This design comes from an exercise in tuning for small area, a short achievable clock period and few clock cycles per item on the open sky130 flow, not from production work.
Function was checked by simulation only, so behaviour that the tests miss may differ from the original.
Power figures rest on the tool's default switching activity, not on a simulated workload.

==> design/flow/config.mk <==
export PLATFORM = sky130hd
export DESIGN_NAME = swar_scan
export DESIGN_NICKNAME = swar_scan
export VERILOG_FILES = /design/flow/design.v
export SDC_FILE = /design/flow/constraint.sdc
export NUM_CORES = 4
export LEC_CHECK = 0
export CAP_MARGIN = 20
export CORE_MARGIN = 2
export CORE_UTILIZATION = 40
export SETUP_SLACK_MARGIN = 2.5
export SLEW_MARGIN = 20
==> design/flow/constraint.sdc <==
create_clock -name core_clock -period 6.5 [get_ports {clk}]
set_input_delay 1.3000 -clock core_clock [delete_from_list [all_inputs] [get_ports {clk}]]
set_output_delay 1.3000 -clock core_clock [all_outputs]
set_load 0.01 [all_outputs]
==> design/flow/design.v <==
module swar_scan (
    input  wire        clk,
    input  wire        rst,
    input  wire        cmd_valid,
    output wire        cmd_ready,
    input  wire [31:0] cmd,
    input  wire [63:0] a,
    input  wire [63:0] b,
    input  wire [7:0]  c,
    output reg         done,
    output reg         err,
    output wire [63:0] res,
    output wire        mem_req_valid,
    input  wire        mem_req_ready,
    output wire [63:0] mem_req_addr,
    input  wire        mem_rsp_valid,
    input  wire [63:0] mem_rsp_data
);
    reg        idle;        
    reg        go;          
    reg        thr;         
    reg        s1, s2;      
    reg        first;       
    reg        rev, str;    
    reg [7:0]  tgt;         
    reg [2:0]  lenlo;       
    reg [63:0] addr;        
    reg [28:0] idx;         
    reg [31:0] u;           
    reg [1:0]  out;         
    reg [1:0]  drop;        
    reg [2:0]  pos;
    reg        nf;          
    reg        hi;          
    assign cmd_ready     = idle;
    assign mem_req_valid = go && thr;
    assign mem_req_addr  = addr;
    wire req_fire = go && thr && mem_req_ready;
    wire fire = cmd_valid && idle;
    wire [1:0] cur  = out - drop;
    wire rsp  = mem_rsp_valid && (drop == 2'd0);
    wire last = !go && (cur == 2'd1);
    wire mask_en = (rev ? first : last) && (lenlo != 3'd0);
    reg  [7:0] hit;
    integer i;
    always @* begin
        for (i = 0; i < 8; i = i + 1)
            hit[i] = (mem_rsp_data[8*i +: 8] == tgt) && !(mask_en && (i >= lenlo));
    end
    wire any = |hit;
    reg [2:0] fpos, lpos;
    integer j, k;
    always @* begin
        fpos = 3'd0;
        for (j = 7; j >= 0; j = j - 1)
            if (hit[j]) fpos = j[2:0];
        lpos = 3'd0;
        for (k = 0; k < 8; k = k + 1)
            if (hit[k]) lpos = k[2:0];
    end
    wire decide = rsp && (any || (!str && last));
    wire in_legal = ((cmd[7:0] == 8'h05 || cmd[7:0] == 8'h06) &&
                     cmd[31:12] == 20'd0 && cmd[10:8] == 3'd0)
                 || (cmd[31:0] == 32'h08);
    wire in_rev = cmd[1];
    wire in_str = cmd[3];
    wire in_run = in_legal && (in_str || b[31:0] != 32'd0);
    wire final_req = !str && (u == {31'd0, lenlo == 3'd0});
    wire [1:0] out_n = out + {1'b0, req_fire} - {1'b0, mem_rsp_valid};
    reg  [1:0] drop_n;
    reg        go_n, str_n;
    always @* begin
        drop_n = drop;
        if (mem_rsp_valid && drop != 2'd0) drop_n = drop - 2'd1;
        if (decide) drop_n = out_n;
        go_n = go;
        if (s1) go_n = !s2;
        else if (s2) go_n = 1'b1;
        if (req_fire && final_req) go_n = 1'b0;
        if (decide) go_n = 1'b0;
        str_n = str;
        if (fire) begin
            go_n  = in_run && !in_rev;
            str_n = in_str;
        end
        if (rst) begin
            drop_n = 2'd0;
            go_n   = 1'b0;
        end
    end
    wire [1:0] rst_out_n = rst ? 2'd0 : out_n;
    integer lv, ii;
    wire        dn = (rev || s2) && !s1;
    wire [28:0] alo = addr[31:3];
    reg  [28:0] alo_pp;                   
    always @* begin
        alo_pp = alo ^ {29{dn}};
        for (lv = 0; lv < 5; lv = lv + 1)
            for (ii = 0; ii < 29; ii = ii + 1)
                if ((ii >> lv) & 1)
                    alo_pp[ii] = alo_pp[ii] & alo_pp[((ii >> lv) << lv) - 1];
    end
    wire [28:0] alo_cnt = alo ^ {alo_pp[27:0], 1'b1};
    reg  [28:0] ag, ap;
    always @* begin
        ag = alo & idx;
        ap = alo ^ idx;
        for (lv = 0; lv < 5; lv = lv + 1)
            for (ii = 0; ii < 29; ii = ii + 1)
                if ((ii >> lv) & 1) begin
                    ag[ii] = ag[ii] | (ap[ii] & ag[((ii >> lv) << lv) - 1]);
                    ap[ii] = ap[ii] & ap[((ii >> lv) << lv) - 1];
                end
    end
    wire [28:0] alo_add = alo ^ idx ^ {ag[27:0], 1'b0};
    wire [28:0] alo_n = s1 ? alo_add : alo_cnt;
    wire        acy = s1 ? ag[28] : alo_pp[28];
    wire [31:0] ahi = addr[63:32];
    reg  [31:0] ahi_pp;
    always @* begin
        ahi_pp = ahi ^ {32{dn}};
        for (lv = 0; lv < 5; lv = lv + 1)
            for (ii = 0; ii < 32; ii = ii + 1)
                if ((ii >> lv) & 1)
                    ahi_pp[ii] = ahi_pp[ii] & ahi_pp[((ii >> lv) << lv) - 1];
    end
    wire [31:0] ahi_n = ahi ^ ({ahi_pp[30:0], 1'b1} & {32{acy}});
    wire [63:0] addr_n = {ahi_n, alo_n, addr[2:0]};
    wire        idn = rev && !s1;
    reg  [28:0] idx_pp;
    always @* begin
        idx_pp = idx ^ {29{idn}};
        for (lv = 0; lv < 5; lv = lv + 1)
            for (ii = 0; ii < 29; ii = ii + 1)
                if ((ii >> lv) & 1)
                    idx_pp[ii] = idx_pp[ii] & idx_pp[((ii >> lv) << lv) - 1];
    end
    wire [28:0] idx_n = idx ^ {idx_pp[27:0], 1'b1};
    wire        idx_wrap = idx_pp[28];        
    reg  [31:0] u_pp;
    always @* begin
        u_pp = ~u;
        for (lv = 0; lv < 5; lv = lv + 1)
            for (ii = 0; ii < 32; ii = ii + 1)
                if ((ii >> lv) & 1)
                    u_pp[ii] = u_pp[ii] & u_pp[((ii >> lv) << lv) - 1];
    end
    wire [31:0] u_n = u ^ {u_pp[30:0], 1'b1};
    wire        u_en = str ? (rsp && idx_wrap) : req_fire;
    always @(posedge clk) begin
        done <= 1'b0;
        out  <= rst_out_n;
        drop <= drop_n;
        go   <= go_n;
        str  <= str_n;
        thr  <= str_n ? (rst_out_n == drop_n) : (rst_out_n != 2'd3);
        if (rsp) begin
            first <= 1'b0;
            pos   <= rev ? lpos : fpos;
            nf    <= !any;
            hi    <= str && any;
        end
        if (rsp || (s1 && lenlo != 3'd0))
            idx <= idx_n;
        if (s1)
            s1  <= 1'b0;
        else if (s2)
            s2  <= 1'b0;
        if (s1 || s2 || req_fire)
            addr <= addr_n;
        if (u_en)
            u <= u_n;
        if (decide) begin
            idle <= 1'b1;
            done <= 1'b1;
        end
        if (fire) begin
            err   <= !in_legal;
            tgt   <= in_str ? 8'h00 : c;
            addr  <= a;
            idx   <= in_rev ? b[31:3] : {29{1'b1}};
            u     <= in_str ? 32'd0 : {3'd0, b[31:3]};
            lenlo <= b[2:0];
            rev   <= in_rev;
            first <= 1'b1;
            s1    <= in_run && in_rev;
            s2    <= in_run && in_rev && (b[2:0] == 3'd0);
            if (in_run)
                idle <= 1'b0;
            else begin
                done <= 1'b1;
                nf   <= 1'b1;
                hi   <= 1'b0;
            end
        end
        if (rst) begin
            idle <= 1'b1;
            done <= 1'b0;
            s1   <= 1'b0;
            s2   <= 1'b0;
        end
    end
    assign res = {~u & {32{hi}}, {idx, pos} | {32{nf}}};
endmodule
==> design/flow/flow/run.sh <==
#!/bin/bash
# Standard ORFS layout, with plain buf_1 cells as the port buffers.
set -euo pipefail
export BUFFER_PORTS_ARGS="-buffer_cell sky130_fd_sc_hd__buf_1"
bash standard.sh synth > synth.log 2>&1
bash standard.sh > layout.log 2>&1
==> design/flow/standard.sh <==
#!/bin/bash
# synth_recipe.tcl (not shown) runs the flow's synth.tcl, then flattens the netlist and writes it again
# the make line also repeats each setting of config.mk as NAME=value (left out here)
make -C /OpenROAD-flow-scripts/flow DESIGN_CONFIG=/design/flow/config.mk WORK_HOME=/design/flow/orfs CLKGATE_MAP_FILE= SYNTH_SCRIPT=/design/flow/synth_recipe.tcl "${@:-finish}"
==> impl_metrics.py, run 1 <==
metrics = {
    "sta": {
        "slew_viol_final": 0,
        "fin_worst_skew_ns": 0.0135,
        "max_freq_ghz": 0.262,
        "rsz0062_at_grt": "false",
        "setup_ws_ns": 2.68,
        "worstMarginPinSlew_ns": 1.01,
        "period_share": 0.587,
        "setup_viol": 0,
        "hold_slack_ns": 0.445,
        "hold_viol": 0,
        "tns_ns": 0,
        "slew_headroom": 0.324,
        "period_needed_ns": 3.82,
    },
    "cts": {
        "clock_latency_ns": 0.44,
        "cts_tree": "done",
        "cts_inserted_buffers": 17,
        "htree_levels": 4,
        "clk_pin_slew_ns": 0.08,
        "root_buffer": "clkbuf_16",
        "numClockSinks": 155,
        "clockBufferDepth": 2,
    },
    "setup_path": {
        "cp_cell_sequence": "buf_8 > o21bai_4 > buf_4 > mux2i_4 > o221ai_2 > nor4b_4 > a31oi_1 > o31a_4 > or4_1 > a31oi_1",
        "critPathSlowestCell": "or4_1",
        "cp.required_ns": 6.79,
        "worst-path-stages": 10,
        "ff2ff_path_depth": 10,
        "startpoint_type": "flop",
        "crit_path_max_incr_delay_ns": 0.58,
        "crit_family": "compound AO/OA/AOI/OAI gates",
        "arrival_ns": 4.11,
        "crit_fanout": 63,
        "path_buf_inv": 2,
        "critPathMostFrequentCell": "a31oi_1",
        "crit_type": "flop to flop",
        "end_kind": "flop",
    },
    "power": {
        "p_sw_mw": 1.23,
        "leakagePower_nw": 4.83,
        "power_density_mw_per_mm2": 230,
        "p_clk_frac": 0.308,
        "peakVddDrop_mv": 0.184,
        "seq_power_share": 0.418,
        "p_comb_frac": 0.274,
        "sw_frac_of_total": 0.357,
        "p_int_mw": 2.22,
    },
    "global_routing": {
        "grt_max_degree": 98,
        "grt-ovfl-total": 0,
        "track_usage": 0.230,
        "antenna_found_initial": 1,
        "grt_pass1_wl_um": 60800,
        "grt_pass1_vias": 11200,
    },
    "drt": {
        "vias": 12100,
        "drt_iter0_drc": 892,
        "wl_per_cell_um": 18.1,
        "wirelength_um": 39400,
        "vias_per_cell": 5.58,
        "ant_nets": 0,
        "route.detailed.drc": 0,
        "drt_pass1_iterations": 7,
    },
    "layout": {
        "nets": 2038,
        "finish.instance_area_mm2": 0.0150,
        "fin_cells": 2175,
        "drive_gt1_frac": 0.0643,
        "syn_to_final_growth_pct": 17.2,
    },
    "synthesis": {
        "synth.area.top_cells": "edfxtp_1 (33%), xnor2_1 (8.2%), xor2_1 (5.3%)",
        "synth_cell_types": 74,
        "yosysMostFrequentCell": "edfxtp_1",
        "ys_ff_latch": 155,
        "ys_seq_area_frac": 0.353,
        "yosys.area.top_type": "edfxtp_1",
        "yosysTopAreaCellShare": 0.332,
        "synthCells": 1478,
        "synthFlopType": "edfxtp_1",
        "syn_area_mm2": 0.0128,
        "avgSynthCellArea_um2": 8.64,
        "syn_nets": 1757,
        "synth_edf_count": 141,
        "synth_commonest_cells": "edfxtp_1 (141), nor2_1 (121), xnor2_1 (120), a21oi_1 (103), nand2_1 (101)",
        "synthArstFlopShare": 0,
        "yosysWarningCount": 1,
    },
    "outcome": {
        "status": "no timing/DRC/antenna violations",
    },
    "worst_hold_path": {
        "hold_path_depth": 2,
        "hp-class": "flop to flop",
    },
    "floorplanning": {
        "io_pins": 369,
        "initial_core_util": 0.406,
        "dieWidth_um": 183,
        "fp.dieH_um": 183,
        "coreArea_mm2": 0.0315,
        "die-area_mm2": 0.0334,
        "num_rows": 65,
    },
    "placement": {
        "placed_cells": 2137,
        "post-dp-hpwl_um": 28600,
        "post-place-ws_ns": 2.23,
        "gp_congestion": 0.862,
        "postPlaceCellArea_mm2": 0.0143,
        "numPortBuffers": 336,
    },
    "flow_run": {
        "maxCapViolCount": 0,
    },
}
## tightest hold or removal path, stage by stage (launching register included)
cell and delay [ns]:
dfxtp_1 0.31, nand2_1 0.05, nand2_1 0.04
## power by group through the flow
| stage | Sequential [mW] | Combinational [mW] | Clock [mW] |
|---|---|---|---|
| final | 1.44 | 0.945 | 1.06 |
| after global routing | 1.46 | 1.06 | 1.12 |
| after CTS | 1.44 | 0.943 | 1.07 |
| after detailed placement | 1.46 | 0.936 | 0 |
| after global placement | 1.46 | 0.916 | 0 |
| after floorplan | 1.40 | 0.703 | 0 |
## through the flow
step            util  power, mW
2_1_floorplan      -       2.10
3_3_place_gp   0.454       2.38
3_5_place_dp   0.454       2.40
4_1_cts        0.474       3.46
5_1_grt        0.475       3.64
6_report       0.475       3.45
## routing by layer
metal / routed length [um] / GRT usage / part of all wire / up-vias
met1: 17900 / 0.311 / 0.45 / 5777
met5: 0 / 0 / 0 / -
met2: 18900 / 0.379 / 0.48 / 351
li1: - / - / - / 5973
met3: 2000 / 0.0369 / 0.051 / 30
met4: 558 / 0.0658 / 0.014 / 0
## area by class of cell
cell class	instances	area, um^2
Antenna cell	1	2.50
Clock buffer	19	475
Clock inverter	13	140
Fill cell	3160	16500
Inverter	33	124
Multi-Input combinational cell	1197	7790
Sequential cell	155	4520
Tap cell	402	503
Timing Repair Buffer	355	1410
## timing repair
action	4_1_cts	5_1_grt
hold buffers	0	0
endpoints found under the setup margin	46	58
gates resized for setup	3	3
buffers inserted	0	5
## logic make-up after synthesis
logic type                 after synthesis  synth area share
AOI/OAI and AO/OA                      333             0.159
xor gates and xnor gates               199             0.138
adders and majority gates               42            0.0441
buffers and inverters                  126            0.0391
DFF                                    155             0.353
muxes                                   12            0.0106
and+or+nand+nor                        611             0.256
## sequential cells by signal (all words and copies together) (netlist names), 2 cells and up
| signal | count |
|---|---|
| u | 32 |
| pos | 3 |
| drop | 2 |
| tgt | 8 |
| out | 2 |
| idx | 29 |
| addr | 64 |
| lenlo | 3 |
## cell usage in the layout (no fill, tap or decap), drive strengths merged, types with 5 or more instances in the layout
cell / instances
fa: 5
nor3b: 35
a21oi: 103
nor4: 32
nand2b: 7
nand3: 59
xnor2: 120
buf: 355
nor2b: 43
edfxtp: 141
o21ai: 92
inv: 41
dfxtp: 14
or2: 36
mux2i: 10
and2: 8
o31ai: 13
o22ai: 6
nand4: 32
nand2: 101
a21o: 6
and3: 18
o21a: 11
a211oi: 5
o21bai: 6
nor3: 43
xor2: 78
or4: 18
clkbuf: 19
or3: 42
nor2: 121
o211ai: 9
a31oi: 46
ha: 37
## final timing paths
check / startpoint / to / slack (ns)
max: s1 / addr[62] / 2.68
min: first / first / 0.45
max reg2reg: s1 / addr[62] / 2.68
min reg2reg: first / first / 0.45
Testbench counts, summed over its fixed seeds: cycles 19,806, commands 1,600.
==> run 2, diff against run 1 <==
--- a/design/flow/config.mk
+++ b/design/flow/config.mk
@@ -8,5 +8,5 @@
 export CAP_MARGIN = 20
 export CORE_MARGIN = 2
 export CORE_UTILIZATION = 40
-export SETUP_SLACK_MARGIN = 2.5
+export SETUP_SLACK_MARGIN = 3.5
 export SLEW_MARGIN = 20
==> impl_metrics.py, run 2 <==
metrics = {
    "sta": {
        "tns_ns": 0,
        "period_needed_ns": 3.21,
        "fin_worst_skew_ns": 0.0131,
        "slew_headroom": 0.384,
        "hold_slack_ns": 0.450,
        "max_freq_ghz": 0.312,
        "slew_viol_final": 0,
        "worstMarginPinSlew_ns": 0.924,
        "setup_viol": 0,
        "period_share": 0.493,
        "hold_viol": 0,
        "rsz0062_at_grt": "true",
    },
    "global_routing": {
        "grt_max_degree": 105,
        "grt_pass1_wl_um": 65400,
        "met2_usage": 0.403,
        "track_usage": 0.249,
        "grt_pass1_vias": 11900,
        "top_usage_layer": "met2",
        "grt-ovfl-total": 0,
        "met1_usage": 0.341,
        "met3_usage": 0.0369,
        "antenna_found_initial": 1,
    },
    "cts": {
        "clk_pin_slew_ns": 0.07,
        "numClockSinks": 155,
        "htree_levels": 4,
        "clockBufferDepth": 2,
        "root_buffer": "clkbuf_16",
        "cts_inserted_buffers": 17,
        "cts_tree": "done",
        "clock_latency_ns": 0.45,
    },
    "drt": {
        "vias_per_cell": 5.75,
        "vias": 13100,
        "wl_per_cell_um": 19.3,
        "ant_nets": 0,
        "wirelength_um": 43900,
        "route.detailed.drc": 0,
        "drt_iter0_drc": 1064,
        "drt_pass1_iterations": 5,
    },
    "synthesis": {
        "yosys.area_share.simple": 0.256,
        "synth.area.top_cells": "edfxtp_1 (33%), xnor2_1 (8.2%), xor2_1 (5.3%)",
        "ys_seq_area_frac": 0.353,
        "avgSynthCellArea_um2": 8.64,
        "synthFlopType": "edfxtp_1",
        "synthArstFlopShare": 0,
        "synthAdderAreaFrac": 0.0441,
        "yosys.area.top_type": "edfxtp_1",
        "synthCells": 1478,
        "ys_ff_latch": 155,
        "synth-compound-area-share": 0.159,
        "synth_cell_types": 74,
        "yosysTopAreaCellShare": 0.332,
        "synth_edf_count": 141,
        "synth.area.mux_share": 0.0106,
        "syn_area_mm2": 0.0128,
        "yosysWarningCount": 1,
        "yosysMostFrequentCell": "edfxtp_1",
        "synth_top_family_by_area": "simple AND/OR/NAND/NOR gates",
        "syn_nets": 1757,
        "synthXorXnorAreaFrac": 0.138,
        "synth_commonest_cells": "edfxtp_1 (141), nor2_1 (121), xnor2_1 (120), a21oi_1 (103), nand2_1 (101)",
    },
    "layout": {
        "final_cell_mix": "buf_1 (336), edfxtp_1 (141), xnor2_1 (119), nor2_1 (117), nand2_1 (98)",
        "largest_reg_flops": 64,
        "largest_register": "addr",
        "final_common_cell": "buf_1",
        "seqCellArea_mm2": 0.00452,
        "finish.instance_area_mm2": 0.0165,
        "drive_gt1_frac": 0.150,
        "nets": 2143,
        "reg_top3": "addr: 64 flops, u: 32 flops, idx: 29 flops",
        "syn_to_final_growth_pct": 29.3,
        "nFillCells": 2987,
        "multiInputGateArea_mm2": 0.00843,
    },
    "placement": {
        "post-dp-hpwl_um": 28800,
        "numPortBuffers": 336,
        "gp_congestion": 0.850,
        "postPlaceCellArea_mm2": 0.0143,
    },
    "setup_path": {
        "startpoint_type": "flop",
        "reg2reg_from": "idx[0]",
        "cp.required_ns": 6.79,
        "startpoint": "idx[0]",
        "end_kind": "flop",
        "arrival_ns": 3.50,
        "crit_fanout": 9,
        "crit_type": "flop to flop",
        "rrSetupSlack_ns": 3.29,
    },
    "power": {
        "p_total_mw": 3.73,
        "leakagePower_nw": 5.60,
        "power_density_mw_per_mm2": 226,
        "peakVddDrop_mv": 0.188,
    },
    "floorplanning": {
        "fp.dieH_um": 183,
        "coreArea_mm2": 0.0315,
        "initial_core_util": 0.406,
        "die-area_mm2": 0.0334,
        "num_rows": 65,
        "dieWidth_um": 183,
        "io_pins": 369,
    },
    "worst_hold_path": {
        "hp-start": "first",
        "hp-class": "flop to flop",
    },
    "outcome": {
        "status": "no timing/DRC/antenna violations",
    },
    "flow_run": {
        "maxCapViolCount": 0,
    },
}
## run 2: cells by family (layout without fill, tap and decap cells)
| logic type | after synthesis | after routing |
|---|---|---|
| flops | 155 | 155 |
| mux | 12 | 12 |
| simple gates | 611 | 611 |
| xor+xnor | 199 | 199 |
| fa+ha+maj | 42 | 42 |
| other cells | 0 | 1 |
| buf+inv | 126 | 515 |
| compound gates | 333 | 343 |
## run 2: repair_timing
action / 4_1_cts / 5_1_grt
pin swaps: 83 / 69
endpoints found under the setup margin: 180 / 98
hold buffers: 0 / 0
gates resized for setup: 60 / 72
setup buffers: 42 / 58
gates cloned: 10 / 2
## run 2: final timing paths
path,cells past startpoint,endpoint
max,11,addr[40]
min,2,first
max reg2reg,11,addr[40]
min reg2reg,2,first
## run 2: routing by layer
metal	up-vias	part of all wire
li1	6218	-
met1	6276	0.44
met2	541	0.47
met3	67	0.071
met4	0	0.023
met5	-	0
## run 2: worst max-delay path, cell delays in order (launching register included)
cell      delay [ns]
edfxtp_1        0.48
ha_2            0.24
fa_2            0.24
a211oi_2        0.08
o211ai_1        0.36
nand3_1         0.16
o311a_4         0.17
a21o_4          0.23
buf_12          0.15
o31a_4          0.41
or3_1           0.33
a31oi_1         0.19
## run 2: where the power goes
group	internal (mW)	total [mW]	switching (mW)
Clock	0.650	1.12	0.473
Combinational	0.538	1.19	0.650
Sequential	1.25	1.42	0.173
Total	2.44	3.73	1.30
## run 2: layout make-up
class	count	area share
tap	402	0.0305
clock buffer	17	0.0258
inverter	33	0.00773
antenna	1	0.000152
clock inverter	15	0.0126
sequential	155	0.274
multi-input combinational	1207	0.511
timing repair buffer	450	0.139
## run 2: stage by stage
stage / worst slack (ns) / instances / util
final: 3.29 / 2280 / 0.525
after global routing: 3.18 / 2280 / 0.525
after CTS: 3.29 / 2219 / 0.499
after detailed placement: 2.21 / 2135 / 0.455
after global placement: 2.27 / 2135 / 0.455
after floorplan: 3.49 / 1478 / -
==> run 3, diff against run 2 <==
--- a/design/flow/config.mk
+++ b/design/flow/config.mk
@@ -8,5 +8,5 @@
 export CAP_MARGIN = 20
 export CORE_MARGIN = 2
 export CORE_UTILIZATION = 40
-export SETUP_SLACK_MARGIN = 3.5
+export SETUP_SLACK_MARGIN = 4.0
 export SLEW_MARGIN = 20
==> impl_metrics.py, run 3 <==
metrics = {
    "outcome": {
        "status": "no timing/DRC/antenna violations",
    },
    "placement": {
        "gp_congestion": 0.886,
        "postPlaceCellArea_mm2": 0.0145,
        "post-place-ws_ns": 2.58,
        "placed_cells": 2133,
        "post-dp-hpwl_um": 28800,
        "numPortBuffers": 336,
    },
    "sta": {
        "max_freq_ghz": 0.305,
        "setup_ws_ns": 3.23,
        "fin_worst_skew_ns": 0.0218,
        "rsz0062_at_grt": "true",
        "setup_viol": 0,
        "period_needed_ns": 3.27,
        "slew_headroom": 0.550,
        "period_share": 0.504,
        "slew_viol_final": 0,
        "hold_viol": 0,
        "tns_ns": 0,
        "worstMarginPinSlew_ns": 0.674,
    },
    "synthesis": {
        "ys_seq_area_frac": 0.353,
        "synth_cell_types": 74,
        "synthFlopType": "edfxtp_1",
        "syn_area_mm2": 0.0128,
        "synth_commonest_cells": "edfxtp_1 (141), nor2_1 (121), xnor2_1 (120), a21oi_1 (103), nand2_1 (101)",
        "synth_edf_count": 141,
        "yosysWarningCount": 1,
        "synthCells": 1478,
        "yosys.area.top_type": "edfxtp_1",
        "yosysMostFrequentCell": "edfxtp_1",
        "synth.area.top_cells": "edfxtp_1 (33%), xnor2_1 (8.2%), xor2_1 (5.3%)",
        "syn_nets": 1757,
        "avgSynthCellArea_um2": 8.64,
        "ys_ff_latch": 155,
        "synthArstFlopShare": 0,
        "yosysTopAreaCellShare": 0.332,
    },
    "worst_hold_path": {
        "hp-start": "first",
        "hp-class": "flop to flop",
        "hold_path_depth": 2,
        "hold_end": "first",
    },
    "power": {
        "p_comb_frac": 0.361,
        "peakVddDrop_mv": 0.188,
        "p_sw_mw": 1.39,
        "p_int_mw": 2.45,
        "power_density_mw_per_mm2": 209,
        "p_clk_frac": 0.273,
        "leakagePower_nw": 6.47,
        "seq_power_share": 0.367,
        "sw_frac_of_total": 0.362,
    },
    "layout": {
        "largest_register": "addr",
        "fin_cells": 2342,
        "finish.instance_area_mm2": 0.0184,
        "fin_util": 0.585,
        "antennaDiodeCount": 0,
        "syn_to_final_growth_pct": 44.2,
        "nets": 2206,
        "final_common_cell": "buf_1",
        "reg_top3": "addr: 64 flops, u: 32 flops, idx: 29 flops",
        "drive_gt1_frac": 0.264,
        "largest_reg_flops": 64,
        "final_cell_mix": "buf_1 (262), edfxtp_1 (141), xnor2_1 (114), buf_6 (112), nor2_1 (108)",
    },
    "setup_path": {
        "rrSetupSlack_ns": 3.23,
        "crit_fanout": 6,
        "arrival_ns": 3.55,
        "crit_path_max_incr_delay_ns": 0.46,
        "crit_family": "compound AO/OA/AOI/OAI gates",
        "ff2ff_path_depth": 11,
        "crit_type": "flop to flop",
        "reg2reg_from": "idx[0]",
        "startpoint_type": "flop",
        "path_buf_inv": 1,
        "regToRegEndpoint": "addr[51]",
        "cp_cell_sequence": "ha_2 > fa_2 > a211oi_2 > o211ai_1 > nand3_1 > o311a_4 > a21o_4 > o31a_4 > buf_12 > or3_1 > a31oi_1",
        "critPathSlowestCell": "edfxtp_1",
        "cp.required_ns": 6.78,
        "end_kind": "flop",
    },
    "drt": {
        "drt_pass1_iterations": 6,
        "route.detailed.drc": 0,
        "wirelength_um": 48700,
        "ant_nets": 0,
        "vias": 13600,
        "drt_iter0_drc": 1081,
        "wl_met2_um": 23400,
        "wl_per_cell_um": 20.8,
        "top_layer": "met4",
        "vias_per_cell": 5.80,
        "wl_met1_um": 19900,
        "dr_wl_met3_um": 4060,
    },
    "flow_run": {
        "maxCapViolCount": 0,
    },
    "cts": {
        "hold_buffers": 0,
        "clockBufferDepth": 2,
        "numClockSinks": 155,
        "root_buffer": "clkbuf_16",
        "clock_latency_ns": 0.45,
        "cts_inserted_buffers": 17,
        "cts_tree": "done",
        "clk_pin_slew_ns": 0.08,
        "htree_levels": 4,
    },
    "global_routing": {
        "track_usage": 0.274,
        "grt-ovfl-total": 0,
        "grt_max_degree": 85,
        "antenna_found_initial": 0,
        "grt_pass1_wl_um": 70600,
        "grt_pass1_vias": 12400,
    },
    "floorplanning": {
        "coreArea_mm2": 0.0315,
        "fp.dieH_um": 183,
        "num_rows": 65,
        "die-area_mm2": 0.0334,
        "io_pins": 369,
        "initial_core_util": 0.406,
        "dieWidth_um": 183,
    },
}
[run 3: cell counts after synthesis]
Identical to the previous run, type by type.
[run 3: cells by family (layout without fill, tap and decap cells)]
| kind of cell | after synthesis | in the layout | synth area share |
|---|---|---|---|
| buffers and inverters | 126 | 575 | 0.0391 |
| adder cells (fa/ha/maj) | 42 | 42 | 0.0441 |
| AND/OR/NAND/NOR | 611 | 616 | 0.256 |
| multiplexers | 12 | 12 | 0.0106 |
| AO/OA/AOI/OAI | 333 | 341 | 0.159 |
| flip-flops | 155 | 155 | 0.353 |
| XOR/XNOR | 199 | 199 | 0.138 |
[run 3: area by class of cell]
type / instances / area, um^2
fillers: 2746 / 13100
multi-input cells: 1210 / 9100
flip-flops and latches: 155 / 4530
repair buffers: 509 / 3530
well taps: 402 / 503
clock buffers: 20 / 489
inverters: 33 / 144
clock inverters: 12 / 111
repair inverters: 1 / 8.76
[run 3: worst register-to-register path, cell delays in order, from the launching register on]
cell and delay, ns:
edfxtp_1 0.46, ha_2 0.23, fa_2 0.24, a211oi_2 0.08, o211ai_1 0.41, nand3_1 0.18
o311a_4 0.17, a21o_4 0.26, o31a_4 0.42, buf_12 0.16, or3_1 0.30, a31oi_1 0.19
[run 3: worst max path at each step]
stage	slack (ns)	depth (start not counted)	startpoint	to
2_1_floorplan	3.49	5	cmd_valid	idx[0]
3_5_place_dp	2.58	10	rev	addr[38]
5_1_grt	3.18	9	idx[12]	addr[59]
3_3_place_gp	2.66	10	rev	addr[37]
4_1_cts	3.27	9	addr[6]	addr[37]
6_report	3.23	11	idx[0]	addr[51]
[run 3: power groups by stage]
| stage | Combinational [mW] | Clock (mW) | Sequential (mW) |
|---|---|---|---|
| finish | 1.39 | 1.05 | 1.41 |
| global route | 1.50 | 1.10 | 1.43 |
| CTS | 1.23 | 1.06 | 1.40 |
| detailed placement | 0.964 | 0 | 1.46 |
| global placement | 0.945 | 0 | 1.46 |
| floorplan | 0.732 | 0 | 1.40 |
[run 3: what timing repair did]
item	4_1_cts	5_1_grt
hold endpoints to repair	0	0
resized for setup	263	187
setup buffers	102	53
cloned	18	4
setup endpoints to repair	338	242
pin swaps	81	113
[run 3: per-stage QoR]
step | total power, mW | hold WS [ns]
final | 3.84 | 0.474
after global routing | 4.02 | 0.491
after CTS | 3.69 | 0.449
after detailed placement | 2.42 | 0.436
after global placement | 2.40 | 0.433
after floorplan | 2.13 | 0.423
[run 3: metal layers]
metal / up-vias / global-route usage
met5: - / 0
met4: 0 / 0.0926
met3: 79 / 0.0553
met2: 584 / 0.450
met1: 6545 / 0.360
li1: 6364 / -
==> run 4, diff against run 3 <==
--- a/design/flow/config.mk
+++ b/design/flow/config.mk
@@ -8,5 +8,5 @@
 export CAP_MARGIN = 20
 export CORE_MARGIN = 2
 export CORE_UTILIZATION = 40
-export SETUP_SLACK_MARGIN = 4.0
+export SETUP_SLACK_MARGIN = 3.0
 export SLEW_MARGIN = 20
==> impl_metrics.py, run 4 <==
metrics = {
    "global_routing": {
        "antenna_found_initial": 1,
        "grt_pass1_wl_um": 63000,
        "grt_pass1_vias": 11500,
        "grt-ovfl-total": 0,
        "track_usage": 0.240,
        "grt_max_degree": 102,
    },
    "synthesis": {
        "synth_edf_count": 141,
        "ys_ff_latch": 155,
        "syn_nets": 1757,
        "synthCells": 1478,
        "yosysTopAreaCellShare": 0.332,
        "yosysMostFrequentCell": "edfxtp_1",
        "synthFlopType": "edfxtp_1",
        "synth.area.top_cells": "edfxtp_1 (33%), xnor2_1 (8.2%), xor2_1 (5.3%)",
        "yosysWarningCount": 1,
        "avgSynthCellArea_um2": 8.64,
        "synth_cell_types": 74,
        "yosys.area.top_type": "edfxtp_1",
        "synthArstFlopShare": 0,
        "synth_commonest_cells": "edfxtp_1 (141), nor2_1 (121), xnor2_1 (120), a21oi_1 (103), nand2_1 (101)",
        "ys_seq_area_frac": 0.353,
        "syn_area_mm2": 0.0128,
    },
    "layout": {
        "largest_reg_flops": 64,
        "final_common_cell": "buf_1",
        "drive_gt1_frac": 0.0926,
        "reg_top3": "addr: 64 flops, u: 32 flops, idx: 29 flops",
        "syn_to_final_growth_pct": 21.1,
        "nets": 2081,
        "final_cell_mix": "buf_1 (336), edfxtp_1 (141), nor2_1 (120), xnor2_1 (120), a21oi_1 (102)",
        "largest_register": "addr",
        "finish.instance_area_mm2": 0.0155,
    },
    "setup_path": {
        "crit_path_max_incr_delay_ns": 0.52,
        "end_kind": "flop",
        "crit_type": "flop to flop",
        "cp.required_ns": 6.79,
        "cp_cell_sequence": "ha_1 > fa_1 > a211oi_1 > o211ai_1 > nand3_1 > o311a_1 > a21o_4 > o31a_4 > or4_1 > a31oi_1",
        "crit_fanout": 11,
        "startpoint_type": "flop",
        "crit_family": "compound AO/OA/AOI/OAI gates",
        "path_buf_inv": 0,
        "rrSetupSlack_ns": 3.09,
        "critPathSlowestCell": "edfxtp_1",
        "arrival_ns": 3.70,
    },
    "cts": {
        "cts_tree": "done",
        "hold_buffers": 0,
        "cts_inserted_buffers": 17,
        "clk_pin_slew_ns": 0.07,
        "clockBufferDepth": 2,
        "numClockSinks": 155,
        "root_buffer": "clkbuf_16",
        "clock_latency_ns": 0.45,
        "htree_levels": 4,
    },
    "floorplanning": {
        "dieWidth_um": 183,
        "initial_core_util": 0.406,
        "fp.dieH_um": 183,
        "io_pins": 369,
        "num_rows": 65,
        "coreArea_mm2": 0.0315,
        "die-area_mm2": 0.0334,
    },
    "placement": {
        "gp_congestion": 0.888,
        "postPlaceCellArea_mm2": 0.0143,
        "numPortBuffers": 336,
        "post-dp-hpwl_um": 29000,
    },
    "drt": {
        "drt_pass1_iterations": 7,
        "vias": 12600,
        "route.detailed.drc": 0,
        "wl_per_cell_um": 18.7,
        "ant_nets": 0,
        "vias_per_cell": 5.67,
        "wirelength_um": 41500,
        "drt_iter0_drc": 842,
    },
    "sta": {
        "slew_headroom": 0.288,
        "max_freq_ghz": 0.293,
        "hold_slack_ns": 0.447,
        "hold_viol": 0,
        "fin_worst_skew_ns": 0.0140,
        "setup_viol": 0,
        "period_needed_ns": 3.41,
        "slew_viol_final": 0,
        "rsz0062_at_grt": "true",
        "tns_ns": 0,
        "worstMarginPinSlew_ns": 1.07,
        "period_share": 0.524,
    },
    "outcome": {
        "status": "no timing/DRC/antenna violations",
    },
    "power": {
        "leakagePower_nw": 5.12,
        "p_total_mw": 3.49,
        "peakVddDrop_mv": 0.176,
        "power_density_mw_per_mm2": 226,
    },
    "flow_run": {
        "maxCapViolCount": 0,
    },
    "worst_hold_path": {
        "hp-class": "flop to flop",
    },
}
==> run 4: cell counts after synthesis <==
Identical to the previous run, type by type.
==> run 4: layout make-up <==
class	instances	area, um^2
fillers	3042	16000
multi-input cells	1200	7950
flip-flops and latches	155	4520
repair buffers	395	1780
well taps	402	503
clock buffers	18	429
clock inverters	14	160
inverters	33	124
diodes	1	2.50
==> run 4: stage by stage <==
step | std cells | setup slack, ns | utilization
after global routing | 2218 | 2.97 | 0.491
after floorplan | 1478 | 3.00 | -
final | 2218 | 3.09 | 0.491
after global placement | 2136 | 2.37 | 0.454
after CTS | 2180 | 2.98 | 0.479
after detailed placement | 2136 | 2.31 | 0.454
==> run 4: worst paths after layout <==
kind           from        to  cells past startpoint
min reg2reg   first     first                      2
max reg2reg  idx[0]  addr[61]                     10
min           first     first                      2
max          idx[0]  addr[61]                     10
==> run 4: repair_timing <==
item	in CTS	in global routing
cloned	4	0
buffers inserted	8	37
setup endpoints to repair	81	101
pin swaps	5	7
resized for setup	16	18
==> run 4: cells by family (layout without fill, tap and decap cells) <==
family,after synthesis,in the layout,synth area share
buffers and inverters,126,460,0.0391
multiplexers,12,12,0.0106
AO/OA/AOI/OAI,333,336,0.159
XOR/XNOR,199,199,0.138
AND/OR/NAND/NOR,611,611,0.256
other,0,1,0
adder cells (fa/ha/maj),42,42,0.0441
flip-flops,155,155,0.353
==> run 4: per-layer routing <==
| layer | vias up | GRT usage | wire (um) | share of wire |
|---|---|---|---|---|
| met5 | - | 0 | 0 | 0 |
| li1 | 6084 | - | - | - |
| met1 | 6045 | 0.326 | 18800 | 0.45 |
| met3 | 53 | 0.0441 | 2280 | 0.055 |
| met4 | 0 | 0.0635 | 778 | 0.019 |
| met2 | 401 | 0.393 | 19700 | 0.47 |
==> run 4: power breakdown <==
group | leakage [nW] | switching (mW) | total, mW | internal (mW)
Combinational | 3.34 | 0.570 | 1.01 | 0.444
Sequential | 1.48 | 0.185 | 1.43 | 1.25
Clock | 0.292 | 0.468 | 1.04 | 0.575
==> run 4: worst min-delay path, stage by stage (launching register included) <==
cell and delay, ns:
dfxtp_1 0.31, nand2_1 0.05, nand2_1 0.04

port drivers added, routing unchanged:
The flow's constraints put no driver on any port. The routed layouts listed below were extracted and timed again, unchanged, in two steps.
Step 1: set_driving_cell puts a clkbuf_16 on clk and a buf_2 on each other input, an assumption about the parent block.
Step 2 times the ports against the registers' clock, not the clock port: input delays grow and output delays shrink by t, the midpoint of the rising clock arrivals with the driver on.
a / b / c = ideal ports / drivers / drivers and shift; a / b = the first two.
| run | shift t [ns] | setup slack, ns | hold WS [ns] | clock arrival spread, ns |
|---|---|---|---|---|
| run 1 | 0.481 | 2.682 / 2.682 / 2.365 | 0.445 / 0.445 / 0.445 | 0.013 / 0.014 |
| run 2 | 0.492 | 3.293 / 3.293 / 3.138 | 0.450 / 0.450 / 0.450 | 0.014 / 0.013 |
| run 3 | 0.487 | 3.226 / 3.226 / 3.213 | 0.474 / 0.474 / 0.474 | 0.022 / 0.021 |
| run 4 | 0.495 | 3.092 / 3.092 / 2.713 | 0.447 / 0.447 / 0.447 | 0.015 / 0.014 |
After both steps setup and hold are still met in every run listed. The setup slack of run 4, which loses most, moves by 0.000 ns with the drivers and by -0.379 ns with both steps.
